From an optimization exercise on the open Yosys and OpenROAD flow, aimed at small area, a short achievable clock period and few clock cycles; shortcuts taken in it are not production practice.
In this exercise RTL edits were held to simulation tests only and were not proved equivalent to the original.

<file path="run.sh">
#!/bin/bash
# synth_recipe.tcl (not shown) runs the flow's synth.tcl, then flattens the netlist and writes it again
# the make line also repeats each setting of config.mk as NAME=value (left out here)
make -C /OpenROAD-flow-scripts/flow DESIGN_CONFIG=/design/flow/config.mk WORK_HOME=/design/flow/orfs CLKGATE_MAP_FILE= SYNTH_SCRIPT=/design/flow/synth_recipe.tcl finish
</file>
<file path="design.v">
module pjon_cipher (
    input  wire         clk,
    input  wire         rst,         
    input  wire [127:0] key,         
    input  wire         cmd_valid,
    input  wire         cmd_op,      
    input  wire         cmd_ivf,
    input  wire         cmd_side,    
    input  wire [7:0]   cmd_len,
    input  wire [31:0]  cmd_now,
    input  wire         buf_we,
    input  wire [6:0]   buf_addr,
    input  wire [7:0]   buf_wdata,
    output wire [7:0]   buf_rdata,
    output wire         busy,
    output reg          done,
    output reg          err,
    output reg  [7:0]   result
);
    localparam [1:0] S_IDLE  = 2'd0,
                     S_CRYPT = 2'd1,    
                     S_SRCH  = 2'd2,    
                     S_SCAN  = 2'd3;    
    reg [7:0]   mem [0:127];
    reg [383:0] sb;                     
    reg [95:0]  key_r;                  
    reg [1:0]   state;
    reg         op_r, ivf_r, side_r;
    reg [7:0]   n_r;
    reg [7:0]   plen;                   
    reg [7:0]   xlim;                   
    reg [7:0]   x;                      
    reg         fetch;                  
    reg         pre_ph;                 
    reg [7:0]   cnt;                    
    reg [7:0]   k1;                     
    reg         pv;                     
    reg [5:0]   t_r;
    reg [7:0]   c0, cand;
    reg [128:0] seen;
    reg [7:0]   pend_len, pend_c;
    reg [5:0]   ka, kj;                 
    reg         ks_run, ks_done;
    assign busy = (state != S_IDLE);
    wire [6:0] addr = busy ? cnt[6:0] : buf_addr;
    wire [7:0] pm   = ({1'b0, addr} < pend_len) ? pend_c : 8'd0;
    wire [7:0] rdv  = mem[addr] ^ pm;
    assign buf_rdata = rdv;
    reg [5:0] s_a, s_b, s_t, kb;
    integer e;
    always @(*) begin
        s_a = 6'd0;
        s_t = 6'd0;
        kb  = 6'd0;
        for (e = 0; e < 64; e = e + 1) begin
            if (ka == e)  s_a = sb[6*e +: 6];
            if (t_r == e) s_t = sb[6*e +: 6];
        end
        for (e = 0; e < 16; e = e + 1)
            if (ka[3:0] == e) kb = key_r[6*e +: 6];
    end
    wire [5:0] jb = kj + s_a + (ks_run ? kb : 6'd0);
    always @(*) begin
        s_b = 6'd0;
        for (e = 0; e < 64; e = e + 1)
            if (jb == e) s_b = sb[6*e +: 6];
    end
    wire [5:0] tsum = s_a + s_b;
    wire [95:0] key6;
    genvar g;
    generate for (g = 0; g < 16; g = g + 1) begin : gk
        assign key6[6*g +: 6] = key[8*g +: 6];
    end endgenerate
    wire kdiff = (key6 != key_r);
    wire bad_len = cmd_op ? (cmd_len > 8'd128)
                 : (cmd_ivf & ~cmd_side) ? (cmd_len > 8'd127)
                 : (cmd_ivf &  cmd_side) ? (cmd_len == 8'd0 || cmd_len > 8'd128)
                 : (cmd_len > 8'd128);
    wire [7:0] len_m1 = cmd_len - 8'd1;
    wire [11:0] m1 = {4'd0, cmd_now[7:0]} + {3'd0, cmd_now[15:8], 1'b0}
                   + {2'd0, cmd_now[23:16], 2'b0} + {1'd0, cmd_now[31:24], 3'b0};
    wire [8:0]  m2 = {1'b0, m1[7:0]} + {4'd0, m1[11:8], 1'b0};
    wire [7:0]  m3 = m2[7:0] + {6'd0, m2[8], 1'b0};
    wire [7:0]  iv_first = ((m3 >= 8'd254) ? m3 - 8'd254 : m3) + 8'd1;
    wire tail     = pre_ph && !fetch && (cnt < pend_len);
    wire pre_act  = pre_ph && (fetch || tail);
    wire pre_last = fetch ? !(plen < pend_len) : (tail && (cnt + 8'd1 == pend_len));
    wire pre_free = !pre_act || pre_last;
    wire crypt    = (state == S_CRYPT);
    wire s1_go    = crypt && ks_done && (k1 < plen) && pre_free;
    wire p_last   = crypt && pv && (cnt + 8'd1 == plen);
    wire p_none   = crypt && (plen == 8'd0) && pre_free;
    wire [7:0] ks_out = rdv ^ ((cnt < xlim) ? x : 8'd0) ^ {2'b00, s_t};
    wire [7:0] mv     = (state == S_SCAN) ? rdv : ks_out;
    wire [8:0] mdiff  = {1'b0, mv} - {1'b0, c0};
    wire [7:0] md     = mdiff[8] ? mdiff[7:0] - 8'd2 : mdiff[7:0];
    wire       mark   = ((state == S_SCAN) || (crypt && pv && ivf_r && !side_r))
                        && (mv != 8'd0) && (mv != 8'd255) && (md <= 8'd128);
    wire       found  = (state == S_SRCH) && !seen[0];
    wire [7:0] cand_nxt = (cand == 8'd254) ? 8'd1 : cand + 8'd1;
    wire restart = rst || (!busy && kdiff) || p_last;
    wire       mem_we = busy ? ((crypt && (tail || pv)) || (found && !op_r))
                             : buf_we;
    wire [7:0] mem_wd = !busy ? (buf_wdata ^ pm)
                      : (state == S_SRCH) ? cand
                      : pv ? ks_out : rdv;
    always @(posedge clk)
        if (mem_we) mem[addr] <= mem_wd;
    wire step = ks_run || s1_go;
    always @(posedge clk) begin
        for (e = 0; e < 64; e = e + 1) begin
            if (restart)
                sb[6*e +: 6] <= e[5:0];
            else if (step && ka == e)
                sb[6*e +: 6] <= s_b;
            else if (step && jb == e)
                sb[6*e +: 6] <= s_a;
        end
    end
    always @(posedge clk) begin
        if (restart) begin
            key_r   <= key6;
            ka      <= 6'd0;
            kj      <= 6'd0;
            ks_run  <= 1'b1;
            ks_done <= 1'b0;
        end else if (step) begin
            ka <= ka + 6'd1;
            kj <= jb;
            if (ks_run && ka == 6'd63) begin
                ks_run  <= 1'b0;
                ks_done <= 1'b1;
                ka      <= 6'd1;
                kj      <= 6'd0;
            end
        end
    end
    always @(posedge clk) begin
        if (!busy)
            seen <= 129'd0;
        else if (state == S_SRCH)
            seen <= {1'b0, seen[128:1]};
        else if (mark)
            seen[md] <= 1'b1;
    end
    always @(posedge clk) begin
        done <= 1'b0;
        t_r  <= tsum;
        if (rst) begin
            state    <= S_IDLE;
            err      <= 1'b0;
            result   <= 8'd0;
            pend_len <= 8'd0;
        end else begin
            case (state)
            S_IDLE: begin
                if (cmd_valid) begin
                    op_r   <= cmd_op;
                    ivf_r  <= cmd_ivf;
                    side_r <= cmd_side;
                    n_r    <= cmd_len;
                    c0     <= iv_first;
                    cand   <= iv_first;
                    k1     <= 8'd0;
                    pv     <= 1'b0;
                    if (bad_len) begin
                        err    <= 1'b1;
                        result <= 8'd0;
                        done   <= 1'b1;
                    end else begin
                        err <= 1'b0;
                        if (cmd_op) begin
                            cnt   <= 8'd0;
                            state <= (cmd_len == 8'd0) ? S_SRCH : S_SCAN;
                        end else begin
                            state <= S_CRYPT;
                            plen  <= (cmd_ivf && cmd_side) ? len_m1 : cmd_len;
                            xlim  <= (cmd_ivf && cmd_len >= 8'd2) ? len_m1 : 8'd0;
                            fetch <= cmd_ivf && cmd_len >= 8'd2;
                            pre_ph <= 1'b1;
                            cnt   <= (cmd_ivf && cmd_len >= 8'd2) ? len_m1
                                   : (cmd_ivf && cmd_side) ? len_m1 : cmd_len;
                        end
                    end
                end
            end
            S_CRYPT: begin
                if (fetch) begin
                    x     <= rdv;
                    fetch <= 1'b0;
                    cnt   <= plen;
                end else if (tail) begin
                    cnt <= cnt + 8'd1;
                end
                if (s1_go) begin
                    k1     <= k1 + 8'd1;
                    pre_ph <= 1'b0;
                end
                pv <= s1_go;
                if (pv)
                    cnt <= cnt + 8'd1;
                else if (s1_go)
                    cnt <= 8'd0;
                if (p_last || p_none) begin
                    cnt <= n_r;
                    if (ivf_r && !side_r) begin
                        state <= S_SRCH;
                    end else begin
                        state  <= S_IDLE;
                        done   <= 1'b1;
                        result <= plen;
                        if (ivf_r && plen >= 8'd2) begin
                            pend_len <= plen - 8'd1;
                            pend_c   <= ks_out;
                        end else begin
                            pend_len <= 8'd0;
                        end
                    end
                end
            end
            S_SCAN: begin
                cnt <= cnt + 8'd1;
                if (cnt + 8'd1 == n_r)
                    state <= S_SRCH;
            end
            S_SRCH: begin
                if (seen[0]) begin
                    cand <= cand_nxt;
                end else begin
                    state <= S_IDLE;
                    done  <= 1'b1;
                    if (op_r) begin
                        result <= cand;
                    end else begin
                        result   <= n_r + 8'd1;
                        pend_len <= n_r;
                        pend_c   <= cand;
                    end
                end
            end
            endcase
        end
    end
endmodule
</file>
<file path="config.mk">
export PLATFORM = sky130hd
export DESIGN_NAME = pjon_cipher
export DESIGN_NICKNAME = pjon_cipher
export VERILOG_FILES = /design/flow/design.v
export SDC_FILE = /design/flow/constraint.sdc
export NUM_CORES = 4
export LEC_CHECK = 0
export CAP_MARGIN = 20
export CORE_MARGIN = 2
export CORE_UTILIZATION = 40
export SLEW_MARGIN = 20
</file>
<file path="constraint.sdc">
create_clock -name core_clock -period 17.0 [get_ports {clk}]
set_input_delay 3.4000 -clock core_clock [delete_from_list [all_inputs] [get_ports {clk}]]
set_output_delay 3.4000 -clock core_clock [all_outputs]
set_load 0.01 [all_outputs]
</file>
==> results of run 1 <==
cell families after synthesis:
| logic type | synth area share (%) |
|---|---|
| AOI/OAI and AO/OA | 20.53 |
| xor gates and xnor gates | 2.577 |
| adders and majority gates | 1.775 |
| buffers and inverters | 3.662 |
| DFF | 52.07 |
| muxes | 5.912 |
| and+or+nand+nor | 13.47 |
path summary, 6_finish.rpt:
check                               start   endpoint  cells past startpoint
worst max-delay path                ka[0]     t_r[5]                     36
worst min-delay path            result[0]  result[0]                      2
worst max register to register      ka[0]     t_r[5]                     36
worst min register to register  result[0]  result[0]                      2
routing by layer:
layer	wire length [um]	vias up	global-route usage, %	part of all wire, %
li1	-	33920	-	-
met1	179200	41400	52.37	40
met2	181000	6497	52.47	40
met3	61990	1407	12.27	14
met4	26360	34	18.48	5.9
met5	212	-	0	0.047
state kept, by name, summed over array words and instances (netlist names), 2 cells and up:
signal / count
c0: 8
ka: 6
x: 8
kj: 6
cnt: 8
n_r: 8
pend_len: 8
xlim: 8
t_r: 6
cand: 8
mem: 1024
state: 2
sb: 384
seen: 129
k1: 8
result: 8
plen: 8
key_r: 96
pend_c: 8
through the flow:
step / instance area [um^2] / hold WS [ps] / cells
detailed placement: 96050 / 447.5 / 11660
global placement: 96040 / 448.4 / 11660
global route: 102500 / 473.9 / 12020
floorplan: 90350 / 428.0 / 8823
finish: 102500 / 459.6 / 12030
CTS: 102400 / 455.6 / 12010
layout make-up:
class                   count  area, um^2  area share, %
clock inverters           100        1226          1.196
inverters                 150       578.1         0.5637
diodes                     15       37.54        0.03660
well taps                2992        3744          3.651
flip-flops and latches   1751       47060          45.89
clock buffers             254        5171          5.043
repair buffers            487        4207          4.102
multi-input cells        6282       40530          39.52
critical path: cells and delay by family (launching register included):
| kind | cells | cell delay (ps) |
|---|---|---|
| mux | 1 | 270 |
| flops | 1 | 420 |
| fa+ha+maj | 4 | 1710 |
| compound gates | 15 | 5520 |
| xor+xnor | 3 | 470 |
| buf+inv | 7 | 2730 |
| simple gates | 6 | 2570 |
layout by cell type, fill, tap and decap left out, types with 32 or more instances in the layout:
cell type / count
a221oi_1: 147
o221ai_1: 72
ha_1: 86
buf_4: 300
a222oi_1: 41
nor3_1: 146
mux2i_1: 300
a22o_1: 55
mux2_2: 145
o21ai_0: 536
nor2b_1: 68
dfxtp_1: 548
clkinv_2: 37
a21oi_1: 565
a2111oi_0: 44
nor4_1: 53
o22ai_1: 251
o211ai_1: 108
inv_1: 136
a22oi_1: 255
nand3_1: 256
a31oi_1: 94
o211a_1: 32
nand2b_1: 37
clkdlybuf4s50_1: 176
nand2_1: 977
a311oi_1: 40
nand4_1: 75
xor2_1: 79
a32oi_1: 49
and3_1: 62
nor2_1: 759
clkbuf_1: 48
xnor2_1: 172
edfxtp_1: 1198
clkbuf_16: 192
a211oi_1: 109
o31ai_1: 46
==> flow_summary.yaml, run 1 <==
run_status:
  status: "no timing/DRC/antenna violations"
worst_setup_path:
  arrival_ps: 14850
  cp_slowest_cell: "o21ai_0"
  crit_path_max_fanout: 34
  worstSetupStartpointType: "register"
  cp_common_cell: "buf_4"
  slowest_delay_ps: 980
  required_ps: 17680
  r2r_slack_ps: 2820
  critPathKind: "reg -> reg"
  critPathCaptureType: "register"
yosys:
  synth-edff-count: 1198
  synth.cell_area_mm2: 0.09035
  ys_warn_count: 1
  ys_seq_area_share_pct: 52.07
  synth_most_common_cell: "edfxtp_1"
  ys_ff_latch: 1751
  synth_top_area_share_pct: 39.82
  synthTopCellsByArea: "edfxtp_1 (40%), dfxtp_1 (12%), nand2_1 (4.1%), mux2i_1 (3.4%), nor2_1 (3.2%)"
  ys.flop_type: "edfxtp_1"
  synthTopCellsByCount: "edfxtp_1 (1198), nand2_1 (980), nor2_1 (777)"
  ys_types: 103
  synth_cells: 8823
  synth_nets: 9128
  async_flop_share_pct: 0
  synth_top_cell_by_area: "edfxtp_1"
  syn_avg_cell_area_um2: 10.24
sta:
  setup_viol: 0
  tightest_slew_ps: 1292
  final-max-slew-violation-count: 0
  fin_crit_sh_pct: 83.39
  final_hold_viol_count: 0
  period_needed_ps: 14180
  fmax_ghz: 0.07054
  rsz0062_at_grt: "no"
  skew_ps: 90.48
  setup_tns_ps: 0
  layout_setup_ws_ps: 2824
  timing.slew.headroom_pct: 13.11
place:
  dp_hpwl_um: 304300
  gp_congestion: 1.117
  pre_cts_ws_ps: 3417
  numPortBuffers: 176
layout:
  layout-drive-gt1-share_pct: 10.16
  fillers: 20860
  nNetsFinal: 9167
  area_delta_synth_final_pct: 13.50
  fin_util_pct: 45.64
die:
  row_count: 174
  die_w_um: 479.3
  core_area_mm2: 0.2247
  initial_utilization_pct: 40.21
  die_y_um: 479.3
  io_pins: 209
  dieArea_mm2: 0.2297
clock_network:
  cts_setup_buffers: 0
  numClockSinks: 1751
  clk_path_buf_depth: 3
  clk_pin_slew_worst_paths_ps: 60
  clkLatencyLatePin_ps: 910
  holdBufCountCts: 0
  clock-root-buffer: "clkbuf_16"
  cts_buffers: 190
  cts_tree: "done"
  post_cts_resized: 0
  h-tree-depth: 4
global_route:
  antenna_found_initial: 35
  grt_pass1_wl_um: 617700
  overflow: 0
  grt_start_max_net_pins: 107
  track_usage_pct: 37.70
  grt_pass1_vias: 77010
route:
  wire_per_inst_um: 37.29
  ant_nets: 0
  num_vias: 83260
  routed_wirelength_um: 448700
  drt_iter0_drc: 14170
  routed_via_density: 6.920
  first_pass_iters: 9
  post-route-drc-count: 0
min_path:
  min_path_type: "reg -> reg"
flow_run:
  max-cap-violations: 0
Testbench counts, summed over its fixed seeds: cycles 59,781.
==> inputs of run 2 (changes only) <==
--- a/config.mk
+++ b/config.mk
@@ -10,2 +10,3 @@
 export CORE_UTILIZATION = 40
+export SETUP_SLACK_MARGIN = 5
 export SLEW_MARGIN = 20
==> flow_summary.yaml, run 2 <==
yosys:
  synthTopCellsByCount: "edfxtp_1 (1198), nand2_1 (980), nor2_1 (777)"
  synth-edff-count: 1198
  synth_nets: 9128
  synth_cells: 8823
  synth_top_area_share_pct: 39.82
  synth_most_common_cell: "edfxtp_1"
  synth.cell_area_mm2: 0.09035
  ys.flop_type: "edfxtp_1"
  synthTopCellsByArea: "edfxtp_1 (40%), dfxtp_1 (12%), nand2_1 (4.1%), mux2i_1 (3.4%), nor2_1 (3.2%)"
  ys_warn_count: 1
  ys_ff_latch: 1751
  synth_top_cell_by_area: "edfxtp_1"
  async_flop_share_pct: 0
  ys_types: 103
  ys_seq_area_share_pct: 52.07
  syn_avg_cell_area_um2: 10.24
worst_setup_path:
  cp_slowest_cell: "fa_2"
  critPathKind: "reg -> reg"
  slowest_delay_ps: 840
  r2r_slack_ps: 4390
  arrival_ps: 13350
  startpoint: "ka[0]"
  r2r-start: "ka[0]"
  reg2reg_depth: 33
  r2r_end: "t_r[5]"
  crit_path_max_fanout: 46
  worstSetupStartpointType: "register"
  required_ps: 17740
  critPathCaptureType: "register"
  crit_end: "t_r[5]"
clock_network:
  clk_path_buf_depth: 3
  cts_buffers: 190
  cts_tree: "done"
  clk_pin_slew_worst_paths_ps: 60
  clkLatencyLatePin_ps: 930
  h-tree-depth: 4
  clock-root-buffer: "clkbuf_16"
  numClockSinks: 1751
die:
  core_area_mm2: 0.2247
  row_count: 174
  initial_utilization_pct: 40.21
  dieArea_mm2: 0.2297
  die_y_um: 479.3
  die_w_um: 479.3
  io_pins: 209
layout:
  seqCellArea_mm2: 0.04706
  reg_top3: "mem x1024, sb x384, seen x129"
  area_delta_synth_final_pct: 14.40
  nNetsFinal: 9205
  final_cell_mix: "edfxtp_1 (1198), nand2_1 (971), nor2_1 (750)"
  final_common_cell: "edfxtp_1"
  largest_register_ffs: 1024
  multi_input_area_mm2: 0.04084
  fillers: 20880
  top_register: "mem"
  layout-drive-gt1-share_pct: 11.19
route:
  routed_via_density: 6.897
  routed_wirelength_um: 451100
  num_vias: 83280
  first_pass_iters: 8
  post-route-drc-count: 0
  met1_length_um: 179600
  wire_per_inst_um: 37.36
  drt_iter0_drc: 13990
  ant_nets: 0
  routed.top_layer: "met5"
  met3_length_um: 62930
  wl_met2_um: 183100
run_status:
  status: "no timing/DRC/antenna violations"
min_path:
  min_path_type: "reg -> reg"
  min_from: "result[2]"
sta:
  period_needed_ps: 12610
  fmax_ghz: 0.07928
  fin_crit_sh_pct: 74.20
  skew_ps: 85.30
  hold_slack_ps: 459.9
  timing.slew.headroom_pct: 10.01
  setup_viol: 0
  rsz0062_at_grt: "yes"
  final-max-slew-violation-count: 0
  tightest_slew_ps: 1344
  setup_tns_ps: 0
  final_hold_viol_count: 0
global_route:
  overflow: 0
  grt_pass1_vias: 76880
  grt_pass1_wl_um: 617700
  track_usage_pct: 37.80
  antenna_found_initial: 36
  grt_start_max_net_pins: 113
place:
  numPortBuffers: 176
  dp_hpwl_um: 309500
  gp_congestion: 1.112
flow_run:
  max-cap-violations: 0
## run 2: cell count changes in the layout (fill, tap and decap cells not counted), moves of 5 or more
cell,previous run,this run
buf_4,300,330
buf_6,1,8
bufinv_16,14,20
nand2_1,977,971
nand2_2,7,12
nor2_1,759,750
nor2_2,15,21
nor4_1,53,47
nor4_2,0,6
## run 2: repair_timing
action                                  4_1_cts  5_1_grt
gates cloned                                  1        2
endpoints found under the hold margin         0        0
hold buffers                                  0        0
endpoints found under the setup margin      432      278
resized for setup                            45       45
buffers inserted                             12        9
pin swaps                                     4        6
## run 2: critical path, delay by kind of cell (launching register included)
family | cells | cell delay [ps]
simple gates | 5 | 2330
fa+ha+maj | 5 | 2340
flops | 1 | 360
compound gates | 13 | 4430
xor+xnor | 2 | 270
buf+inv | 8 | 2580
## run 2: cell type report
type,instances,area share (%)
Inverter,150,0.5762
Clock inverter,103,1.289
Clock buffer,253,5.029
Timing Repair Buffer,524,4.391
Antenna cell,19,0.04600
Tap cell,2992,3.622
Multi-Input combinational cell,6283,39.51
Sequential cell,1751,45.53
## run 2: cells by family (layout without fill, tap and decap cells)
logic type / Yosys count / count (layout) / share of synthesized area (%)
buffers and inverters: 790 / 1030 / 3.662
muxes: 479 / 480 / 5.912
adders and majority gates: 115 / 115 / 1.775
other: 0 / 19 / 0
DFF: 1751 / 1751 / 52.07
and+or+nand+nor: 2668 / 2668 / 13.47
xor gates and xnor gates: 260 / 260 / 2.577
AOI/OAI and AO/OA: 2760 / 2760 / 20.53
## run 2: how the worst min path moves through the flow
stage          slack [ps]  cells after the start        end
2_1_floorplan         430                      2    ks_done
3_3_place_gp          450                      2   seen[95]
3_5_place_dp          450                      2  result[4]
4_1_cts               460                      2  result[4]
5_1_grt               490                      2  result[0]
6_report              460                      2  result[2]
## run 2: metrics by stage
stage                     std cells  utilization, %  area [um^2]  setup WS, ps
after global routing          12060           45.98       103300          4929
after floorplan                8823               -        90350          6256
after CTS                     12050           45.85       103000          4971
after detailed placement      11680           42.81        96180          3224
final                         12080           46.00       103400          4387
after global placement        11680           42.79        96140          3396
## run 2: routing by layer
metal	vias up	GRT usage, %
met5	-	0
met4	34	18.27
met3	1356	12.27
met2	6524	52.73
met1	41340	52.54
li1	34030	-
==> inputs of run 3 (changes only) <==
--- a/design.v
+++ b/design.v
@@ -37,5 +37,4 @@
     reg         pv;                     
-    reg [5:0]   t_r;
-    reg [7:0]   c0, cand;
-    reg [128:0] seen;
+    reg [7:0]   c0, cand;               
+    reg [7:0]   seen;
     reg [7:0]   pend_len, pend_c;
@@ -48,6 +47,11 @@
     assign buf_rdata = rdv;
-    reg [5:0] s_a, s_b, s_t, kb;
+    reg  [5:0] sa_r;
+    reg  [5:0] kb_r;                    
+    reg  [5:0] ta_r, tb_r;              
+    wire [5:0] ka_nx = (ks_run && ka == 6'd63) ? 6'd1 : ka + 6'd1;
+    reg  [5:0] s_n, s_b, s_t, kb;
+    wire [5:0] t_r = ta_r + tb_r;
     integer e;
     always @(*) begin
-        s_a = 6'd0;
+        s_n = 6'd0;
         s_t = 6'd0;
@@ -55,9 +59,10 @@
         for (e = 0; e < 64; e = e + 1) begin
-            if (ka == e)  s_a = sb[6*e +: 6];
-            if (t_r == e) s_t = sb[6*e +: 6];
+            if (ka_nx == e) s_n = sb[6*e +: 6];
+            if (t_r == e)   s_t = sb[6*e +: 6];
         end
         for (e = 0; e < 16; e = e + 1)
-            if (ka[3:0] == e) kb = key_r[6*e +: 6];
-    end
-    wire [5:0] jb = kj + s_a + (ks_run ? kb : 6'd0);
+            if (ka_nx[3:0] == e) kb = key_r[6*e +: 6];
+    end
+    wire [5:0] s_a = sa_r;
+    wire [5:0] jb = kj + s_a + kb_r;
     always @(*) begin
@@ -67,3 +72,2 @@
     end
-    wire [5:0] tsum = s_a + s_b;
     wire [95:0] key6;
@@ -94,8 +98,19 @@
     wire [7:0] mv     = (state == S_SCAN) ? rdv : ks_out;
-    wire [8:0] mdiff  = {1'b0, mv} - {1'b0, c0};
+    wire       mv_en  = (state == S_SCAN) || (crypt && pv && ivf_r && !side_r);
+    reg  [7:0] mv_r;
+    reg        mv_v;
+    wire [8:0] mdiff  = {1'b0, mv_r} - {1'b0, c0};
     wire [7:0] md     = mdiff[8] ? mdiff[7:0] - 8'd2 : mdiff[7:0];
-    wire       mark   = ((state == S_SCAN) || (crypt && pv && ivf_r && !side_r))
-                        && (mv != 8'd0) && (mv != 8'd255) && (md <= 8'd128);
-    wire       found  = (state == S_SRCH) && !seen[0];
+    wire       mark   = mv_v && (mv_r != 8'd0) && (mv_r != 8'd255) && (md[7:3] == 5'd0);
+    reg  [7:0] seen_s;
+    always @(*) begin
+        seen_s = seen;
+        if (mark) seen_s[md[2:0]] = 1'b1;
+    end
+    wire       srch   = (state == S_SRCH);
+    wire       found  = srch && !seen_s[0];
+    wire       full   = &seen_s;
     wire [7:0] cand_nxt = (cand == 8'd254) ? 8'd1 : cand + 8'd1;
+    wire [8:0] c0_p8  = {1'b0, c0} + 9'd8;
+    wire [7:0] c0_nxt = (c0_p8 > 9'd254) ? c0_p8[7:0] - 8'd254 : c0_p8[7:0];
     wire restart = rst || (!busy && kdiff) || p_last;
@@ -122,2 +137,4 @@
             key_r   <= key6;
+            sa_r    <= 6'd0;
+            kb_r    <= key6[5:0];
             ka      <= 6'd0;
@@ -127,4 +144,6 @@
         end else if (step) begin
-            ka <= ka + 6'd1;
-            kj <= jb;
+            ka   <= ka_nx;
+            kj   <= jb;
+            sa_r <= (jb == ka_nx) ? s_a : s_n;
+            kb_r <= (ks_run && ka != 6'd63) ? kb : 6'd0;
             if (ks_run && ka == 6'd63) begin
@@ -132,3 +151,2 @@
                 ks_done <= 1'b1;
-                ka      <= 6'd1;
                 kj      <= 6'd0;
@@ -138,8 +156,10 @@
     always @(posedge clk) begin
-        if (!busy)
-            seen <= 129'd0;
-        else if (state == S_SRCH)
-            seen <= {1'b0, seen[128:1]};
-        else if (mark)
-            seen[md] <= 1'b1;
+        mv_r <= mv;
+        mv_v <= busy && mv_en;
+        if (!busy || (srch && full))
+            seen <= 8'd0;
+        else if (srch)
+            seen <= {1'b0, seen_s[7:1]};
+        else
+            seen <= seen_s;
     end
@@ -147,3 +167,4 @@
         done <= 1'b0;
-        t_r  <= tsum;
+        ta_r <= s_a;
+        tb_r <= s_b;
         if (rst) begin
@@ -206,3 +227,4 @@
                     if (ivf_r && !side_r) begin
-                        state <= S_SRCH;
+                        state    <= S_SRCH;
+                        pend_len <= 8'd0;    
                     end else begin
@@ -222,7 +244,14 @@
                 cnt <= cnt + 8'd1;
-                if (cnt + 8'd1 == n_r)
+                if (cnt + 8'd1 == n_r) begin
+                    cnt   <= n_r;
                     state <= S_SRCH;
+                end
             end
             S_SRCH: begin
-                if (seen[0]) begin
+                if (full) begin
+                    c0    <= c0_nxt;
+                    cand  <= c0_nxt;
+                    cnt   <= 8'd0;
+                    state <= S_SCAN;
+                end else if (!found) begin
                     cand <= cand_nxt;
==> flow_summary.yaml, run 3 <==
sta:
  layout_setup_ws_ps: 4963
  final_hold_viol_count: 0
  timing.slew.headroom_pct: 4.917
  setup_tns_ps: 0
  skew_ps: 102.0
  final-max-slew-violation-count: 0
  setup_viol: 0
  fin_crit_sh_pct: 70.80
  period_needed_ps: 12040
  fmax_ghz: 0.08308
  tightest_slew_ps: 1421
  rsz0062_at_grt: "no"
global_route:
  grt_pass1_vias: 74890
  overflow: 0
  grt_pass1_wl_um: 682400
  grt_start_max_net_pins: 131
  track_usage_pct: 46.25
  antenna_found_initial: 47
yosys:
  async_flop_share_pct: 0
  yosys-mux-area-fraction_pct: 5.005
  synth-edff-count: 1204
  synth_top_area_share_pct: 42.55
  synth_cells: 8088
  ys.flop_type: "edfxtp_1"
  synth_xor_area_share_pct: 2.649
  synth_top_cell_by_area: "edfxtp_1"
  synth.cell_area_mm2: 0.08497
  ys_seq_area_share_pct: 53.22
  synth_top_family_by_area: "compound AO/OA/AOI/OAI gates"
  synthSimpleGateAreaFrac_pct: 11.24
  ys_types: 106
  synth_most_common_cell: "edfxtp_1"
  synth_nets: 8401
  ys_ff_latch: 1657
  synthAdderAreaFrac_pct: 2.017
  synth-compound-area-share_pct: 22.27
  synthTopCellsByCount: "edfxtp_1 (1204), nor2_1 (707), nand2_1 (694)"
  syn_avg_cell_area_um2: 10.51
  synthTopCellsByArea: "edfxtp_1 (43%), dfxtp_1 (11%), o22ai_1 (3.8%), mux2i_1 (3.8%), nor2_1 (3.1%)"
  ys_warn_count: 1
place:
  numPortBuffers: 176
  pre_cts_ws_ps: 3664
  dp_hpwl_um: 361100
  gp_congestion: 1.091
worst_setup_path:
  arrival_ps: 8640
  r2r-start: "sa_r[1]"
  r2r_slack_ps: 6240
  crit_path_max_fanout: 16
  critPathKind: "in -> out"
  startpoint: "buf_addr[2]"
  worstSetupStartpointType: "input pin"
  r2r_end: "sb[333]"
  critPathCaptureType: "output pin"
  reg2reg_depth: 22
  crit_end: "buf_rdata[6]"
  required_ps: 13600
layout:
  nNetsFinal: 8549
  area_delta_synth_final_pct: 15.31
  final_common_cell: "edfxtp_1"
  final_cell_mix: "edfxtp_1 (1204), nor2_1 (687), nand2_1 (686)"
  seqCellArea_mm2: 0.04523
  layout-drive-gt1-share_pct: 12.01
  top_register: "mem"
  reg_top3: "mem x1024, sb x384, key_r x96"
  fillers: 19670
  largest_register_ffs: 1024
  multi_input_area_mm2: 0.03775
clock_network:
  cts_buffers: 180
  clk_pin_slew_worst_paths_ps: 50
  clk_path_buf_depth: 3
  clock-root-buffer: "clkbuf_16"
  clkLatencyLatePin_ps: 900
  cts_tree: "done"
  holdBufCountCts: 0
  numClockSinks: 1657
  h-tree-depth: 4
die:
  core_area_mm2: 0.2117
  initial_utilization_pct: 40.15
  row_count: 169
  die_y_um: 464.9
  dieArea_mm2: 0.2161
  die_w_um: 464.9
  io_pins: 209
route:
  routed_wirelength_um: 516400
  wire_per_inst_um: 45.92
  routed_via_density: 7.184
  drt_iter0_drc: 13470
  ant_nets: 0
  num_vias: 80790
  first_pass_iters: 9
  post-route-drc-count: 0
min_path:
  min_from: "result[7]"
  min_path_type: "reg -> reg"
flow_run:
  max-cap-violations: 0
run_status:
  status: "no timing/DRC/antenna violations"
==> run 3: cell count changes after synthesis, sizes merged, moves of 53 or more <==
cell	delta
nand3	-69
dfxtp	-100
a21oi	-92
nand2	-286
nor2	-53
mux2	-74
o221ai	+65
o22ai	+269
o21ai	-85
==> run 3: what timing repair did <==
| action | 4_1_cts | 5_1_grt |
|---|---|---|
| gates resized for setup | 40 | 16 |
| pin swaps | 8 | 7 |
| setup buffers | 14 | 5 |
| setup endpoints to repair | 8 | 5 |
| cloned | 6 | 2 |
==> run 3: worst max-delay path, cell delays in order <==
cell and delay, ps:
clkdlybuf4s50_1 580, mux2i_4 270, buf_12 230, inv_4 190, buf_8 250, nand2_8 260, buf_12 160, o22ai_1 70
o31ai_1 550, a221oi_2 270, a211oi_2 510, a31oi_2 180, a2111oi_4 740, xor2_2 210, inv_1 140, clkdlybuf4s50_1 540
==> run 3: metrics by stage <==
| stage | area [um^2] | hold slack [ps] | util, % | std cells |
|---|---|---|---|---|
| floorplan | 84980 | 329.0 | - | 8088 |
| global placement | 91210 | 452.2 | 43.09 | 10850 |
| detailed placement | 91240 | 453.4 | 43.11 | 10850 |
| CTS | 97680 | 461.9 | 46.15 | 11200 |
| global route | 97930 | 483.9 | 46.27 | 11230 |
| finish | 97980 | 462.6 | 46.29 | 11250 |
==> run 3: area by class of cell <==
| class | instances | area share (%) |
|---|---|---|
| sequential | 1657 | 46.16 |
| multi-input combinational | 5711 | 38.53 |
| clock buffer | 233 | 5.006 |
| timing repair buffer | 553 | 4.962 |
| tap | 2821 | 3.602 |
| clock inverter | 104 | 1.114 |
| inverter | 133 | 0.5338 |
| antenna | 34 | 0.08684 |
==> run 3: worst min path at each step <==
| stage | end | slack [ps] | cells after the start |
|---|---|---|---|
| finish | result[7] | 460 | 2 |
| floorplan | ta_r[1] | 330 | 0 |
| global route | result[3] | 480 | 2 |
| detailed placement | result[6] | 450 | 2 |
| global placement | result[6] | 450 | 2 |
| CTS | result[7] | 460 | 2 |
==> run 3: cell families (layout without fill, tap and decap cells) <==
logic type,count (synthesis),after routing
other,0,34
DFF,1657,1657
adders and majority gates,124,124
and+or+nand+nor,2137,2141
muxes,405,406
xor gates and xnor gates,251,251
buffers and inverters,725,1023
AOI/OAI and AO/OA,2789,2789
==> run 3: per-layer routing <==
layer  track usage [%]  up-vias  part of all wire, %
met5                 0        -                0.034
met4             33.69       21                  9.1
met3             13.90     1651                   12
met2             65.81     6562                   41
met1             59.46    40680                   38
li1                  -    31880                    -
Testbench counts of run 3, summed over its fixed seeds: cycles 59,781.
==> inputs of run 4 (changes only) <==
--- a/design.v
+++ b/design.v
@@ -47,17 +47,13 @@
     assign buf_rdata = rdv;
-    reg  [5:0] sa_r;
     reg  [5:0] kb_r;                    
     reg  [5:0] ta_r, tb_r;              
-    wire [5:0] ka_nx = (ks_run && ka == 6'd63) ? 6'd1 : ka + 6'd1;
-    reg  [5:0] s_n, s_b, s_t, kb;
-    wire [5:0] t_r = ta_r + tb_r;
+    wire [5:0] ka_nx = ka + 6'd1;
+    wire [5:0] t_q = ta_r + tb_r - ka;  
+    reg  [5:0] s_b, s_t, kb;
     integer e;
     always @(*) begin
-        s_n = 6'd0;
         s_t = 6'd0;
         kb  = 6'd0;
-        for (e = 0; e < 64; e = e + 1) begin
-            if (ka_nx == e) s_n = sb[6*e +: 6];
-            if (t_r == e)   s_t = sb[6*e +: 6];
-        end
+        for (e = 0; e < 64; e = e + 1)
+            if (t_q == e) s_t = sb[6*e +: 6];
         for (e = 0; e < 16; e = e + 1)
@@ -65,4 +61,4 @@
     end
-    wire [5:0] s_a = sa_r;
-    wire [5:0] jb = kj + s_a + kb_r;
+    wire [5:0] s_a = ks_run ? sb[5:0] : sb[11:6];
+    wire [5:0] jb = kj + s_a + kb_r;    
     always @(*) begin
@@ -128,6 +124,10 @@
                 sb[6*e +: 6] <= e[5:0];
-            else if (step && ka == e)
-                sb[6*e +: 6] <= s_b;
-            else if (step && jb == e)
-                sb[6*e +: 6] <= s_a;
+            else if (step) begin
+                if ((e == 63 && ks_run) || (e == 0 && !ks_run))
+                    sb[6*e +: 6] <= s_b;
+                else if (jb == ((e + 1) % 64))
+                    sb[6*e +: 6] <= s_a;
+                else
+                    sb[6*e +: 6] <= sb[6*((e + 1) % 64) +: 6];
+            end
         end
@@ -137,3 +137,2 @@
             key_r   <= key6;
-            sa_r    <= 6'd0;
             kb_r    <= key6[5:0];
@@ -145,4 +144,3 @@
             ka   <= ka_nx;
-            kj   <= jb;
-            sa_r <= (jb == ka_nx) ? s_a : s_n;
+            kj   <= jb - 6'd1;
             kb_r <= (ks_run && ka != 6'd63) ? kb : 6'd0;
==> flow/run.sh (new file) <==
#!/bin/bash
# Standard layout (the standard.sh: standard synthesis, floorplan, place,
# CTS, route, finish), with a larger setup margin for ORFS's timing repair so
# that the resizer keeps improving the critical paths below the clock period.
set -euo pipefail
bash standard.sh SETUP_SLACK_MARGIN=8 finish > standard_flow.log 2>&1
==> standard.sh (new file) <==
#!/bin/bash
# synth_recipe.tcl (not shown) runs the flow's synth.tcl, then flattens the netlist and writes it again
# the make line also repeats each setting of config.mk as NAME=value (left out here)
make -C /OpenROAD-flow-scripts/flow DESIGN_CONFIG=/design/flow/config.mk WORK_HOME=/design/flow/orfs CLKGATE_MAP_FILE= SYNTH_SCRIPT=/design/flow/synth_recipe.tcl "${@:-finish}"
--- a/config.mk
+++ b/config.mk
@@ -10,3 +10,2 @@
 export CORE_UTILIZATION = 40
-export SETUP_SLACK_MARGIN = 5
 export SLEW_MARGIN = 20
removed: run.sh
==> flow_summary.yaml, run 4 <==
yosys:
  synth_top_area_share_pct: 44.36
  synth_most_common_cell: "edfxtp_1"
  ys_types: 109
  synthTopCellsByCount: "edfxtp_1 (1204), nand2_1 (1189), nor2_1 (530)"
  ys.flop_type: "edfxtp_1"
  synthTopCellsByArea: "edfxtp_1 (44%), dfxtp_1 (11%), nand2_1 (5.5%), o211ai_1 (4.0%), a21oi_1 (3.0%)"
  synth.cell_area_mm2: 0.08150
  ys_seq_area_share_pct: 55.34
  synth_nets: 8058
  syn_avg_cell_area_um2: 10.53
  ys_warn_count: 1
  async_flop_share_pct: 0
  synth_cells: 7737
  synth-edff-count: 1204
  ys_ff_latch: 1651
  synth_top_cell_by_area: "edfxtp_1"
sta:
  period_needed_ps: 10130
  fmax_ghz: 0.09874
  tightest_slew_ps: 1277
  setup_viol: 0
  hold_slack_ps: 463.2
  fin_crit_sh_pct: 59.57
  skew_ps: 115.4
  final-max-slew-violation-count: 0
  rsz0062_at_grt: "yes"
  timing.slew.headroom_pct: 14.56
  final_hold_viol_count: 0
  setup_tns_ps: 0
worst_setup_path:
  critPathKind: "in -> out"
  crit_path_max_fanout: 6
  required_ps: 13600
  worstSetupStartpointType: "input pin"
  reg2reg_depth: 17
  arrival_ps: 6730
  critPathCaptureType: "output pin"
layout:
  final_common_cell: "edfxtp_1"
  top_register: "mem"
  area_delta_synth_final_pct: 18.36
  final_area_mm2: 0.09647
  largest_register_ffs: 1024
  nNetsFinal: 8231
  layout-drive-gt1-share_pct: 13.12
  final_cell_mix: "edfxtp_1 (1204), nand2_1 (1166), nor2_1 (512)"
  reg_top3: "mem x1024, sb x384, key_r x96"
clock_network:
  clk_path_buf_depth: 3
  clk_pin_slew_worst_paths_ps: 60
  cts_buffers: 181
  numClockSinks: 1651
  h-tree-depth: 4
  cts_tree: "done"
  clock-root-buffer: "clkbuf_16"
  clkLatencyLatePin_ps: 890
global_route:
  grt_pass1_vias: 65700
  grt_pass1_wl_um: 517300
  overflow: 0
  grt_start_max_net_pins: 122
  antenna_found_initial: 10
  track_usage_pct: 34.95
die:
  die_y_um: 455.4
  die_w_um: 455.4
  row_count: 165
  initial_utilization_pct: 40.28
  dieArea_mm2: 0.2074
  core_area_mm2: 0.2023
  io_pins: 209
place:
  numPortBuffers: 176
  gp_congestion: 1.025
  dp_hpwl_um: 237500
  postPlaceCellArea_mm2: 0.08674
route:
  ant_nets: 0
  drt_iter0_drc: 11120
  num_vias: 71340
  routed_via_density: 6.639
  post-route-drc-count: 0
  wire_per_inst_um: 34.90
  first_pass_iters: 10
  routed_wirelength_um: 375000
min_path:
  whs_path_depth: 2
  min_path_type: "reg -> reg"
flow_run:
  max-cap-violations: 0
run_status:
  status: "no timing/DRC/antenna violations"
run 4: per-stage QoR:
stage	util (%)	cells	setup WS (ps)
floorplan	-	7737	7739
CTS	47.31	10690	7030
finish	47.68	10750	6872
global placement	42.86	10250	4477
global route	47.66	10730	6832
detailed placement	42.87	10250	4517
run 4: path summary, 6_finish.rpt:
path,startpoint,end,slack [ps]
setup / recovery,buf_addr[0],buf_rdata[5],6870
hold / removal,kj[5],kj[5],460
setup reg to reg,ka[1],mem[57][0],8550
hold reg to reg,kj[5],kj[5],460
run 4: routing by layer:
| metal | global-route usage (%) | share of wire [%] | vias to the layer above |
|---|---|---|---|
| met5 | 0 | 0.015 | - |
| met4 | 18.70 | 6.7 | 12 |
| met2 | 51.76 | 43 | 4836 |
| li1 | - | - | 29870 |
| met1 | 47.41 | 39 | 35500 |
| met3 | 8.153 | 11 | 1123 |
run 4: repair_timing:
action,CTS,global route
buffers inserted,93,31
setup endpoints to repair,640,22
hold buffers,0,0
cloned,23,3
resized for setup,386,62
pin swaps,76,64
run 4: cell type report:
cell class              instances  area [um^2]
well taps                    2672         3343
clock buffers                 228         4856
repair buffers                580         6087
clock inverters               101         1116
fillers                     18140       105900
flip-flops and latches       1651        45100
diodes                         17        42.54
inverters                     154        630.6
multi-input cells            5342        35290
run 4: logic make-up after synthesis:
| kind of cell | Yosys count | synth area share [%] |
|---|---|---|
| buf+inv | 747 | 3.988 |
| fa+ha+maj | 132 | 2.263 |
| mux | 157 | 2.258 |
| simple gates | 2437 | 13.00 |
| compound gates | 2370 | 20.47 |
| xor+xnor | 243 | 2.682 |
| flops | 1651 | 55.34 |
run 4: critical path, stage by stage:
cell      delay (ps)
buf_16           120
buf_12           120
nand2_8           90
o32ai_4          110
buf_12           200
buf_12           130
buf_16           160
a222oi_1         280
o211ai_1         360
a32o_2           410
a221oi_2         180
nand4_1          520
xor2_2           400
inv_2             80
buf_6            140
Testbench counts of run 4, summed over its fixed seeds: cycles 59,781.
==> inputs of run 5 (changes only) <==
--- a/config.mk
+++ b/config.mk
@@ -7,2 +7,3 @@
 export LEC_CHECK = 0
+export ABC_AREA = 1
 export CAP_MARGIN = 20
==> flow_summary.yaml, run 5 <==
yosys:
  ys_ff_latch: 1651
  synthTopCellsByCount: "nand2_1 (2005), edfxtp_1 (1204), inv_1 (556)"
  ys_warn_count: 1
  ys_seq_area_share_pct: 57.64
  synth_top_area_share_pct: 46.20
  synth_nets: 8459
  synthAdderAreaFrac_pct: 2.344
  ys.flop_type: "edfxtp_1"
  synth-compound-area-share_pct: 16.25
  synth_top_family_by_area: "simple AND/OR/NAND/NOR gates"
  synth_cells: 8138
  synth_xor_area_share_pct: 1.957
  synthTopCellsByArea: "edfxtp_1 (46%), dfxtp_1 (11%), nand2_1 (9.6%), o21ai_0 (3.5%), a22oi_1 (3.2%)"
  synth_most_common_cell: "nand2_1"
  synth-edff-count: 1204
  yosys-mux-area-fraction_pct: 0
  async_flop_share_pct: 0
  synth.cell_area_mm2: 0.07825
  ys_types: 70
  synthSimpleGateAreaFrac_pct: 16.83
  synth_top_cell_by_area: "edfxtp_1"
  syn_avg_cell_area_um2: 9.616
die:
  initial_utilization_pct: 40.21
  core_area_mm2: 0.1946
  die_y_um: 446.3
  dieArea_mm2: 0.1992
  die_w_um: 446.3
  io_pins: 209
  row_count: 162
worst_setup_path:
  cp_common_cell: "buf_6"
  cp_slowest_cell: "a221oi_1"
  slowest_delay_ps: 680
  crit_path_max_fanout: 8
  crit_buf_inv: 7
  worstSetupStartpointType: "input pin"
  critPathCaptureType: "output pin"
  critical_path.top_delay_family: "compound AO/OA/AOI/OAI gates"
  arrival_ps: 6750
  required_ps: 13600
  cp_cell_sequence: "buf_6 > or2_4 > o21ai_4 > buf_6 > nor3_4 > buf_6 > buf_6 > buf_16 > buf_12 > a22o_1 > a221oi_1 > nand4_1 > a221oi_1 > o211ai_1 > xnor2_2 > buf_4"
  critPathKind: "in -> out"
layout:
  top_register: "mem"
  area_delta_synth_final_pct: 21.43
  nNetsFinal: 8812
  seqCellArea_mm2: 0.04511
  largest_register_ffs: 1024
  multi_input_area_mm2: 0.03136
  final_common_cell: "nand2_1"
  reg_top3: "mem x1024, sb x384, key_r x96"
  fillers: 17530
  layout-drive-gt1-share_pct: 12.63
  final_cell_mix: "nand2_1 (1953), edfxtp_1 (1204), o21ai_0 (538)"
sta:
  setup_tns_ps: 0
  fin_crit_sh_pct: 59.69
  skew_ps: 75.61
  timing.slew.headroom_pct: -51.73
  hold_slack_ps: 470.9
  final_hold_viol_count: 0
  setup_viol: 0
  fmax_ghz: 0.09855
  period_needed_ps: 10150
  rsz0062_at_grt: "yes"
  final-max-slew-violation-count: 6
  tightest_slew_ps: 2265
route:
  ant_nets: 0
  routed_wirelength_um: 279100
  post-route-drc-count: 0
  drt_iter0_drc: 8006
  wire_per_inst_um: 24.94
  routed_via_density: 5.832
  num_vias: 65280
  first_pass_iters: 6
global_route:
  grt_pass1_wl_um: 389800
  grt_start_max_net_pins: 175
  overflow: 0
  grt_pass1_vias: 59630
  antenna_found_initial: 8
  track_usage_pct: 25.94
clock_network:
  h-tree-depth: 4
  clk_path_buf_depth: 3
  clkLatencyLatePin_ps: 870
  clk_pin_slew_worst_paths_ps: 60
  numClockSinks: 1651
  holdBufCountCts: 0
  clock-root-buffer: "clkbuf_16"
  cts_buffers: 177
  cts_tree: "done"
flow_run:
  max-cap-violations: 1
place:
  numPortBuffers: 176
  gp_congestion: 0.9363
  dp_hpwl_um: 150700
run_status:
  failed_checks: "capacitance limit, slew limit"
  status: "finished with violations"
min_path:
  min_path_type: "reg -> reg"
[run 5: changes by cell type in the layout (fill, tap and decap cells not counted), moves of 58 or more]
cell | previous run | this run
a211oi_1 | 84 | 9
xnor2_1 | 146 | 26
a31oi_1 | 44 | 184
xor2_1 | 73 | 137
a21oi_1 | 480 | 313
a221oi_1 | 98 | 40
mux2i_1 | 91 | 0
nand4_1 | 56 | 177
nand2_1 | 1166 | 1953
inv_1 | 141 | 530
o21ai_0 | 234 | 538
o211ai_1 | 430 | 263
o22ai_1 | 99 | 31
[run 5: cell families after synthesis]
family | count (synthesis)
and+or+nand+nor | 3165
adders and majority gates | 131
DFF | 1651
buffers and inverters | 1022
AOI/OAI and AO/OA | 1995
xor gates and xnor gates | 174
[run 5: area by class of cell]
| class | count | area share, % |
|---|---|---|
| clock buffer | 230 | 5.074 |
| inverter | 592 | 2.436 |
| multi-input combinational | 5480 | 33.00 |
| sequential | 1651 | 47.48 |
| timing repair buffer | 588 | 7.535 |
| timing repair inverter | 1 | 0.009218 |
| antenna | 11 | 0.02897 |
| clock inverter | 97 | 1.088 |
| tap | 2542 | 3.347 |
[run 5: path summary, 6_finish.rpt]
check             slack, ps  depth (start not counted)           end        start
setup reg to reg       8300                         61    mem[59][3]        ka[2]
hold reg to reg         470                          2     result[7]    result[7]
hold / removal          470                          2     result[7]    result[7]
setup / recovery       6850                         16  buf_rdata[6]  buf_addr[2]
[run 5: timing repair]
item | in CTS | in global routing
buffers inserted | 69 | 152
gates resized for setup | 275 | 266
pin swaps | 82 | 151
gates cloned | 46 | 45
setup endpoints to repair | 638 | 811
[run 5: metal layers]
layer	track usage, %	vias up	share of wire (%)
li1	-	29780	-
met3	4.095	658	9.3
met4	11.98	0	5.2
met2	41.49	3160	46
met5	0	-	0
met1	34.58	31680	40
[run 5: stage by stage]
step / instance area [um^2] / setup WS (ps) / util, % / instances
floorplan: 78530 / 7967 / - / 8138
global placement: 82830 / 5111 / 42.57 / 10540
detailed placement: 82840 / 5084 / 42.57 / 10540
CTS: 91690 / 6904 / 47.12 / 10980
global route: 95010 / 6791 / 48.83 / 11190
finish: 95020 / 6853 / 48.83 / 11190
[run 5: worst reg2reg max path: cells and delay by family, from the launching register on]
| kind | cells | cell delay (ps) |
|---|---|---|
| flip-flops | 1 | 380 |
| adder cells (fa/ha/maj) | 2 | 860 |
| AO/OA/AOI/OAI | 20 | 2770 |
| XOR/XNOR | 1 | 260 |
| buffers and inverters | 4 | 680 |
| AND/OR/NAND/NOR | 34 | 3480 |
==> inputs of run 6 (changes only) <==
--- a/config.mk
+++ b/config.mk
@@ -10,3 +10,3 @@
 export CORE_MARGIN = 2
-export CORE_UTILIZATION = 40
+export CORE_UTILIZATION = 60
 export SLEW_MARGIN = 20
==> flow_summary.yaml, run 6 <==
route:
  wire_per_inst_um: 25.54
  post-route-drc-count: 0
  first_pass_iters: 8
  routed_via_density: 6.351
  ant_nets: 0
  routed_wirelength_um: 263000
  num_vias: 65410
  drt_iter0_drc: 8296
yosys:
  async_flop_share_pct: 0
  ys_ff_latch: 1651
  synth-edff-count: 1204
  ys_types: 70
  synth.cell_area_mm2: 0.07825
  synth_top_area_share_pct: 46.20
  syn_avg_cell_area_um2: 9.616
  ys_seq_area_share_pct: 57.64
  synth_most_common_cell: "nand2_1"
  synth_cells: 8138
  synthTopCellsByCount: "nand2_1 (2005), edfxtp_1 (1204), inv_1 (556)"
  synth_top_cell_by_area: "edfxtp_1"
  ys.flop_type: "edfxtp_1"
  ys_warn_count: 1
  synthTopCellsByArea: "edfxtp_1 (46%), dfxtp_1 (11%), nand2_1 (9.6%), o21ai_0 (3.5%), a22oi_1 (3.2%)"
  synth_nets: 8459
layout:
  largest_register_ffs: 1024
  nNetsFinal: 8738
  top_register: "mem"
  layout-drive-gt1-share_pct: 11.42
  reg_top3: "mem x1024, sb x384, key_r x96"
  area_delta_synth_final_pct: 18.25
  final_common_cell: "nand2_1"
  fin_util_pct: 71.46
  final_cell_mix: "nand2_1 (1976), edfxtp_1 (1204), o21ai_0 (535)"
clock_network:
  clkLatencyLatePin_ps: 830
  cts_tree: "done"
  clk_pin_slew_worst_paths_ps: 60
  numClockSinks: 1651
  cts_buffers: 172
  h-tree-depth: 4
  clock-root-buffer: "clkbuf_16"
  clk_path_buf_depth: 3
worst_setup_path:
  crit_buf_inv: 6
  required_ps: 13600
  critPathKind: "in -> out"
  slowest_delay_ps: 360
  r2r_slack_ps: 8270
  arrival_ps: 6710
  reg2reg_depth: 60
  r2r_end: "mem[43][0]"
  critPathCaptureType: "output pin"
  critical_path.top_delay_family: "compound AO/OA/AOI/OAI gates"
  r2r-start: "ka[2]"
  crit_path_max_fanout: 6
  worstSetupStartpointType: "input pin"
  cp_slowest_cell: "a21oi_4"
  cp_cell_sequence: "buf_6 > or2_4 > o21ai_4 > nor3_4 > buf_12 > buf_16 > buf_4 > a22o_1 > a221oi_2 > nand4_1 > nand2_1 > a41oi_2 > a21oi_4 > o221ai_4 > or2_4 > nand2_4 > inv_2 > buf_6"
sta:
  fmax_ghz: 0.09892
  skew_ps: 53.72
  timing.slew.headroom_pct: -33.82
  final-max-slew-violation-count: 6
  fin_crit_sh_pct: 59.47
  rsz0062_at_grt: "yes"
  final_hold_viol_count: 0
  setup_tns_ps: 0
  tightest_slew_ps: 1998
  period_needed_ps: 10110
  setup_viol: 0
die:
  core_area_mm2: 0.1295
  row_count: 132
  io_pins: 209
  dieArea_mm2: 0.1333
  die_y_um: 365.1
  initial_utilization_pct: 60.43
  die_w_um: 365.1
flow_run:
  max-cap-violations: 1
min_path:
  whs_path_depth: 2
  min_from: "result[7]"
  hold_path_end: "result[7]"
  min_path_type: "reg -> reg"
global_route:
  busiest_layer: "met2"
  antenna_found_initial: 5
  grt_pass1_wl_um: 375600
  met1_usage_pct: 49.14
  grt_start_max_net_pins: 169
  grtUsageMet2_pct: 59.41
  grtUsageMet3_pct: 7.420
  grt_pass1_vias: 59970
  overflow: 0
  track_usage_pct: 37.51
run_status:
  status: "finished with violations"
  failed_checks: "capacitance limit, slew limit"
place:
  gp_congestion: 0.9400
  numPortBuffers: 176
  dp_hpwl_um: 143500
-- run 6: cell types whose count changed in the layout (fill, tap and decap cells not counted), moves of 9 or more --
cell	change
clkbuf_16	-17
diode_2	-9
nand2_1	+23
nand2_2	-22
buf_4	-29
-- run 6: worst max-delay path by stage --
stage / endpoint / cells after the start / start / slack [ps]
final: buf_rdata[3] / 18 / buf_addr[1] / 6890
after global routing: buf_rdata[1] / 17 / buf_addr[1] / 6850
after CTS: buf_rdata[1] / 17 / buf_addr[1] / 6970
after detailed placement: buf_rdata[1] / 18 / buf_addr[2] / 5250
after global placement: buf_rdata[1] / 18 / buf_addr[0] / 5260
after floorplan: buf_rdata[2] / 14 / buf_addr[1] / 7970
-- run 6: worst min-delay path: stages, from the launching register on --
cell,delay [ps]
dfxtp_1,310
nand2_1,60
a21oi_1,60
-- run 6: repair_timing --
| action | 4_1_cts | 5_1_grt |
|---|---|---|
| hold endpoints to repair | 0 | 0 |
| gates cloned | 41 | 22 |
| resized for setup | 295 | 206 |
| hold buffers | 0 | 0 |
| setup endpoints to repair | 549 | 801 |
| buffers inserted | 72 | 107 |
| pin swaps | 103 | 118 |
-- run 6: cells by family after synthesis --
| family | count (synthesis) | synth area share [%] |
|---|---|---|
| compound gates | 1995 | 16.25 |
| xor+xnor | 174 | 1.957 |
| fa+ha+maj | 131 | 2.344 |
| buf+inv | 1022 | 4.979 |
| flops | 1651 | 57.64 |
| simple gates | 3165 | 16.83 |
-- run 6: final cells by class --
cell class / count / area (um^2)
inverters: 592 / 2278
repair buffers: 526 / 6222
clock buffers: 220 / 4586
flip-flops and latches: 1651 / 45110
clock inverters: 92 / 1037
well taps: 1742 / 2180
fillers: 9626 / 36950
diodes: 2 / 5.005
multi-input cells: 5474 / 31120
-- run 6: layer usage --
metal  wire length (um)  vias to the layer above  share of wire, %
li1                   -                    29630                 -
met1              99040                    31170                38
met2             119500                     3739                45
met3              27790                      856                11
met4              16640                        6               6.3
met5                 35                        -             0.013
-- run 6: per-stage QoR --
| step | worst slack, ps | cell area (um^2) | std cells | hold slack, ps |
|---|---|---|---|---|
| 4_1_cts | 6972 | 90460 | 10170 | 475.7 |
| 3_3_place_gp | 5257 | 81840 | 9743 | 457.4 |
| 3_5_place_dp | 5251 | 81840 | 9743 | 467.7 |
| 2_1_floorplan | 7967 | 78530 | 8138 | 440.6 |
| 6_report | 6890 | 92540 | 10300 | 474.8 |
| 5_1_grt | 6849 | 92530 | 10300 | 495.9 |
==> inputs of run 7 (changes only) <==
--- a/design.v
+++ b/design.v
@@ -30,3 +30,2 @@
     reg [7:0]   plen;                   
-    reg [7:0]   xlim;                   
     reg [7:0]   x;                      
@@ -48,5 +47,4 @@
     reg  [5:0] kb_r;                    
-    reg  [5:0] ta_r, tb_r;              
+    reg  [5:0] t_q;                     
     wire [5:0] ka_nx = ka + 6'd1;
-    wire [5:0] t_q = ta_r + tb_r - ka;  
     reg  [5:0] s_b, s_t, kb;
@@ -92,3 +90,3 @@
     wire p_none   = crypt && (plen == 8'd0) && pre_free;
-    wire [7:0] ks_out = rdv ^ ((cnt < xlim) ? x : 8'd0) ^ {2'b00, s_t};
+    wire [7:0] ks_out = rdv ^ ((ivf_r && (cnt + 8'd1 < n_r)) ? x : 8'd0) ^ {2'b00, s_t};
     wire [7:0] mv     = (state == S_SCAN) ? rdv : ks_out;
@@ -165,4 +163,3 @@
         done <= 1'b0;
-        ta_r <= s_a;
-        tb_r <= s_b;
+        t_q  <= s_a + s_b - ka_nx;
         if (rst) begin
@@ -196,3 +193,2 @@
                             plen  <= (cmd_ivf && cmd_side) ? len_m1 : cmd_len;
-                            xlim  <= (cmd_ivf && cmd_len >= 8'd2) ? len_m1 : 8'd0;
                             fetch <= cmd_ivf && cmd_len >= 8'd2;
==> flow/run.sh (replaced) <==
#!/bin/bash
# Standard layout (the standard.sh: standard synthesis, floorplan, place,
# CTS, route, finish), with a larger setup margin for ORFS's timing repair so
# that the resizer keeps improving the critical paths below the clock period,
# and without gate cloning (its clones can overload a driver after routing).
set -euo pipefail
bash standard.sh SETUP_SLACK_MARGIN=8 SKIP_GATE_CLONING=1 finish > standard_flow.log 2>&1
--- a/config.mk
+++ b/config.mk
@@ -10,3 +10,3 @@
 export CORE_MARGIN = 2
-export CORE_UTILIZATION = 60
+export CORE_UTILIZATION = 50
 export SLEW_MARGIN = 20
==> flow_summary.yaml, run 7 <==
die:
  core_area_mm2: 0.1542
  dieArea_mm2: 0.1585
  row_count: 144
  die_y_um: 398.1
  io_pins: 209
  die_w_um: 398.1
  initial_utilization_pct: 50.36
worst_setup_path:
  worstSetupStartpointType: "input pin"
  required_ps: 13600
  critPathKind: "in -> out"
  arrival_ps: 6850
  critPathCaptureType: "output pin"
  crit_path_max_fanout: 4
  r2r-start: "ks_run"
  r2r_slack_ps: 7620
  startpoint: "buf_addr[1]"
clock_network:
  cts_tree: "done"
  clk_pin_slew_worst_paths_ps: 60
  clock-root-buffer: "clkbuf_16"
  numClockSinks: 1637
  cts_buffers: 176
  h-tree-depth: 4
  clkLatencyLatePin_ps: 850
  clk_path_buf_depth: 3
place:
  dp_hpwl_um: 148700
  postPlaceCellArea_mm2: 0.08178
  gp_congestion: 0.9051
  numPortBuffers: 176
  place_inst: 10000
  pre_cts_ws_ps: 5152
route:
  post-route-drc-count: 0
  routed_via_density: 6.054
  wire_per_inst_um: 24.53
  drt_iter0_drc: 6738
  routed_wirelength_um: 258700
  num_vias: 63840
  first_pass_iters: 7
  ant_nets: 0
yosys:
  ys_warn_count: 1
  synth_cells: 8076
  syn_avg_cell_area_um2: 9.618
  synth_top_area_share_pct: 46.24
  synthTopCellsByCount: "nand2_1 (1903), edfxtp_1 (1196), o21ai_0 (619)"
  synth-edff-count: 1196
  ys_seq_area_share_pct: 57.60
  synth_nets: 8398
  synth.cell_area_mm2: 0.07767
  synth_top_cell_by_area: "edfxtp_1"
  synth_most_common_cell: "nand2_1"
  ys_types: 62
  async_flop_share_pct: 0
  ys.flop_type: "edfxtp_1"
  synthTopCellsByArea: "edfxtp_1 (46%), dfxtp_1 (11%), nand2_1 (9.2%), o21ai_0 (4.0%), a22oi_1 (3.6%)"
  ys_ff_latch: 1637
global_route:
  grt_pass1_wl_um: 379600
  overflow: 0
  grt_pass1_vias: 60180
  antenna_found_initial: 4
  grt_start_max_net_pins: 227
  track_usage_pct: 31.58
min_path:
  min_from: "result[0]"
  min_path_type: "reg -> reg"
run_status:
  status: "no timing/DRC/antenna violations"
flow_run:
  max-cap-violations: 0
sta:
  layout_setup_ws_ps: 6752
  fin_crit_sh_pct: 60.28
  final-max-slew-violation-count: 0
  final_hold_viol_count: 0
  fmax_ghz: 0.09758
  timing.slew.headroom_pct: 14.53
  skew_ps: 67.34
  tightest_slew_ps: 1282
  rsz0062_at_grt: "yes"
  setup_tns_ps: 0
  period_needed_ps: 10250
  setup_viol: 0
  hold_slack_ps: 463.0
layout:
  final_area_mm2: 0.09202
  multi_input_area_mm2: 0.03070
  nNetsFinal: 8667
  top_register: "mem"
  fillers: 13050
  layout-drive-gt1-share_pct: 11.98
  stdcell_count: 10550
  largest_register_ffs: 1024
  reg_top3: "mem x1024, sb x384, key_r x96"
  final_common_cell: "nand2_1"
  seqCellArea_mm2: 0.04474
  area_delta_synth_final_pct: 18.47
  final_cell_mix: "nand2_1 (1850), edfxtp_1 (1196), o21ai_0 (607)"
==> run 7: path summary, 6_finish.rpt <==
kind | endpoint | cells past startpoint
worst max-delay path | buf_rdata[3] | 19
worst min-delay path | result[0] | 2
worst max register to register | t_q[5] | 88
worst min register to register | result[0] | 2
==> run 7: critical path, cell delays in order <==
cell and delay (ps):
buf_6 90, or2_4 230, o21ai_4 130, buf_6 160, nor3_4 40, buf_12 130
buf_16 140, a22o_1 220, a221oi_2 180, nand4_1 350, a32o_2 430, a221o_1 360
nor4_2 190, nand4_1 150, buf_6 180, or2_4 230, nand2_4 70, inv_4 40
buf_6 120
==> run 7: area by class of cell <==
class,count,area share (%)
Sequential cell,1637,48.62
Multi-Input combinational cell,5390,33.36
Timing Repair Buffer,514,6.149
Clock buffer,228,5.174
Tap cell,2044,2.779
Inverter,626,2.646
Clock inverter,101,1.255
Antenna cell,5,0.01360
==> run 7: metal layers <==
layer / part of all wire, % / track usage (%) / routed length [um]
met1: 40 / 41.43 / 103700
met5: 0 / 0 / 0
met4: 4.1 / 12.26 / 10730
met2: 48 / 53.05 / 125200
met3: 7.4 / 4.402 / 19030
==> run 7: per-stage QoR <==
step / util (%)
finish: 59.66
global placement: 53.03
CTS: 58.67
floorplan: -
detailed placement: 53.03
global route: 59.66
==> run 7: logic make-up after synthesis <==
kind of cell,share of synthesized area [%]
buffers and inverters,5.130
AOI/OAI and AO/OA,16.76
xor gates and xnor gates,1.667
DFF,57.60
adders and majority gates,2.378
and+or+nand+nor,16.46
==> run 7: what timing repair did <==
| item | CTS | global route |
|---|---|---|
| hold buffers | 0 | 0 |
| buffers inserted | 145 | 63 |
| setup endpoints to repair | 261 | 430 |
| resized for setup | 298 | 233 |
| pin swaps | 90 | 164 |
Testbench counts of run 7, summed over its fixed seeds: cycles 59,781.

[static timing again, ports no longer ideal]
Ports are ideal in the flow. The routed layouts listed here were re-timed in OpenROAD. Step 1 (the two cells are an assumption about what drives the block):
set clk [get_ports {clk}]
set_driving_cell -lib_cell sky130_fd_sc_hd__clkbuf_16 $clk
set_driving_cell -lib_cell sky130_fd_sc_hd__buf_2 [delete_from_list [all_inputs] $clk]
Step 2 adds t to the input delays and takes it off the output delays; t is the mean of the earliest and latest rising clock arrival at the registers after step 1. Input paths then give back, and output paths get back, about the clock's delay inside the block. Three values: ideal, step 1, step 2; two values: the first two.
| run | shift t [ns] | setup WS [ns] | latest minus earliest clock arrival (ns) | worst data-port slew with drivers (ns) | pins driven straight from the clock port |
|---|---|---|---|---|---|
| run 1 | 0.953 | 2.824 / 2.824 / 2.824 | 0.092 / 0.092 | 0.13 | 1 |
| run 2 | 0.961 | 4.387 / 4.387 / 4.387 | 0.086 / 0.086 | 0.13 | 1 |
| run 3 | 0.955 | 4.963 / 4.913 / 4.913 | 0.102 / 0.102 | 0.12 | 1 |
| run 4 | 0.918 | 6.872 / 6.807 / 6.807 | 0.116 / 0.115 | 0.11 | 1 |
| run 5 | 0.919 | 6.853 / 6.820 / 6.820 | 0.076 / 0.077 | 0.08 | 1 |
| run 6 | 0.888 | 6.890 / 6.853 / 6.853 | 0.054 / 0.054 | 0.09 | 1 |
| run 7 | 0.901 | 6.752 / 6.720 / 6.720 | 0.068 / 0.068 | 0.10 | 1 |
For run 4, which loses most, drivers alone change the setup slack by -0.065 ns; drivers and shift together by -0.065 ns.
